What follows belongs to an exercise in optimizing a design on an open flow for small area, a short achievable clock period and few clock cycles per item; a production flow would make more cautious choices. Where RTL was checked, it was by simulation tests only, not by an equivalence proof against the original. Power is estimated from default activity; no workload was simulated.

v6:
==> flow/design.v (excerpt) <==
module g2c1_pie_rx (
    input  wire         clk,
    input  wire         rst,           
    input  wire         edge_valid,
    output wire         edge_ready,
    input  wire [31:0]  edge_dur,      
    input  wire         edge_last,     
    input  wire [31:0]  rt_tol,        
    input  wire [31:0]  tr_tol,        
    output wire         res_valid,
    input  wire         res_ready,
    output wire [31:0]  res_flags,
    output wire [31:0]  res_tari,
    output wire [31:0]  res_rtcal,
    output wire [31:0]  res_trcal,
    output wire [31:0]  res_blf,
    output wire [15:0]  res_start,
    output wire [15:0]  res_end,
    output wire [6:0]   res_nbits,
    output wire [63:0]  res_bits,      
    output wire [111:0] res_fields     
);
Size: about 2900 cells after synthesis, about 400 flip-flops, ~480 I/O pins, ~0.027 mm2 of cells after synthesis.
Settings: LEC_CHECK=0, CAP_MARGIN=20, CORE_MARGIN=2, CORE_UTILIZATION=55, PLACE_DENSITY=0.7, SLEW_MARGIN=20, SYNTH_HIERARCHICAL=1, SYNTH_MINIMUM_KEEP_SIZE=0; clock period 10.0 ns.
standard.sh (not shown) runs the stock make flow with config.mk's settings and CLKGATE_MAP_FILE= SYNTH_SCRIPT=/design/flow/synth_recipe.tcl, a recipe that flattens the netlist after the stock synthesis.
==> flow/flow/run.sh <==
#!/bin/bash
# Layout flow: the standard flow (standard synthesis included), with the
# timing repair aiming at a 4 ns path instead of stopping at the 10 ns clock,
# and the port buffers made of small buffers. The clock and constraints are
# the design's. Each tool's output is in orfs/logs; make's output in flow.log.
set -euo pipefail
bash standard.sh SETUP_SLACK_MARGIN=6.0 "BUFFER_PORTS_ARGS=-buffer_cell sky130_fd_sc_hd__buf_1" finish > flow.log 2>&1
Edits applied to the flow inputs when going from v6 to v7:
diff --git a/flow/design.v b/flow/design.v
--- a/flow/design.v
+++ b/flow/design.v
@@ -35,15 +35,14 @@
     reg        c_v, c_gap, c_last;       
     reg [23:0] c_d;
     reg        f_rt, f_tr, f_db, f_tok;  
     reg [23:0] rt_q;
     reg        rt_big;
     reg [24:0] tr_q;
     reg        tr_big;
-    reg [28:0] tr10;                     
     reg        fin;          
     reg        out_v;        
     reg        end_last;     
     reg [15:0] idx;          
     reg [15:0] sub_start;
     reg        act;          
     reg [1:0]  phase;
@@ -76,39 +75,37 @@
     wire [23:0] d = b_d;
     wire [23:0] x = c_d;
     wire [63:0] r1a = csa({7'd0, d, 1'b0}, {7'd0, rt_q, 1'b0}, {5'h1f, ~{3'b000, x, 2'b00}}, 1'b1);
     wire [63:0] r1b = csa(r1a[31:0], r1a[63:32], {5'h1f, ~{3'b000, x}}, 1'b1);
     wire        k1;
     g2c1_pie_rx_cy #(26) u_k1 (.a(r1b[25:0]), .b(r1b[57:32]), .co(k1));
     wire        c1  = !(r1b[26] ^ r1b[58] ^ k1);
-    wire [63:0] r3a = csa({5'd0, d, 3'b000}, {7'd0, d, 1'b0}, {3'd0, tr10}, 1'b1);
-    wire [63:0] r3b = csa({2'b11, ~{3'b000, x, 3'b000}}, {2'b11, ~{5'b00000, x, 1'b0}}, {2'b11, ~{6'd0, x}}, 1'b1);
+    wire [63:0] r3a = csa({5'd0, d, 3'b000}, {7'd0, d, 1'b0}, {4'd0, tr_q, 3'b000}, 1'b1);
+    wire [63:0] r3b = csa({6'd0, tr_q, 1'b0}, {2'b11, ~{3'b000, x, 3'b000}}, {2'b11, ~{5'b00000, x, 1'b0}}, 1'b1);
     wire [63:0] r3c = csa(r3a[31:0], r3a[63:32], r3b[31:0], 1'b1);
-    wire [63:0] r3e = csa(r3c[31:0], r3c[63:32], r3b[63:32], 1'b0);
+    wire [63:0] r3d = csa(r3c[31:0], r3c[63:32], r3b[63:32], 1'b0);
+    wire [63:0] r3e = csa(r3d[31:0], r3d[63:32], {2'b11, ~{6'd0, x}}, 1'b0);
     wire        k3;
     g2c1_pie_rx_cy #(29) u_k3 (.a(r3e[28:0]), .b(r3e[60:32]), .co(k3));
     wire        c3  = !(r3e[29] ^ r3e[61] ^ k3);
     wire [63:0] r2a = csa({7'd0, x, 1'b0}, {8'd0, x}, {4'hf, ~{4'd0, d}}, 1'b1);
     wire [63:0] r2r = csa(r2a[31:0], r2a[63:32], {8'd0, rt_q}, 1'b0);
     wire [63:0] r2t = csa(r2a[31:0], r2a[63:32], {7'd0, tr_q}, 1'b0);
     wire        k2r, k2t;
     g2c1_pie_rx_cy #(27) u_k2r (.a(r2r[26:0]), .b(r2r[58:32]), .co(k2r));
     g2c1_pie_rx_cy #(27) u_k2t (.a(r2t[26:0]), .b(r2t[58:32]), .co(k2t));
     wire        c2r = !(r2r[27] ^ r2r[59] ^ k2r);
     wire        c2t = !(r2t[27] ^ r2t[59] ^ k2t);
     wire [23:0] xb = (phase == P_RT || !act) ? c_d : rtcal;
     wire        db;
     g2c1_pie_rx_cy #(25) u_db (.a({d, 1'b0}), .b(~{1'b0, xb}), .co(db));
-    wire [28:0] tr10_n;
-    g2c1_pie_rx_add #(29) u_tr10 (.a({1'b0, tr_q, 3'b000}), .b({3'b000, tr_q, 1'b0}), .ci(1'b0), .s(tr10_n));
     always @(posedge clk) begin
         rt_q   <= rt_tol[23:0];
         rt_big <= |rt_tol[31:24];
         tr_q   <= tr_tol[24:0];
-        tr10   <= tr10_n[28:0];
         tr_big <= |tr_tol[31:25];
         if (rst) begin
             b_v <= 1'b0;
             c_v <= 1'b0;
         end else begin
             if (edge_ready) b_v <= edge_valid;
             if (c_free) c_v <= b_v;
==> comparison <==
Min height of the chip across v7 and v6: v7. v7 vs v6, number of buffers added for setup after CTS went up by 51. Relative to v6, sequential element share of the synthesized area has gone down in v7. Going from v6 to v7, the effective utilization at floorplan was found to have gone down by 0.39 points. Where worst hold slack is concerned, v6 is better than v7. Diff v6 -> v7: tap cell instance count down 49, combinational fraction of design power up 2.6 points.
Testbench counts of v7, summed over its fixed seeds: cycles 21,791, items 1,191.
The RTL of v6 was laid out without a check of its function.

## port drivers added, routing unchanged
No port has a modelled driver above. Below, the same layouts with a new extraction and two added sets of constraints.
Step 1, drivers: a clkbuf_16 drives clk and a buf_2 each remaining input, both assumed.
Step 2 also shifts input and output timing later by t, the mid clock arrival at the registers, as if the neighbouring blocks saw the same clock.
a / b / c = ideal / step 1 / step 2; a / b = the first two.
run | t, ns | setup slack, ns | latest minus earliest clock arrival (ns)
v6 | 0.648 | 6.152 / 6.152 / 6.026 | 0.022 / 0.022
v7 | 0.638 | 5.769 / 5.769 / 5.716 | 0.028 / 0.028
After both steps setup and hold are still met in every run listed. The setup slack of v6, which loses most, moves by 0.000 ns with the drivers and by -0.126 ns with both steps.
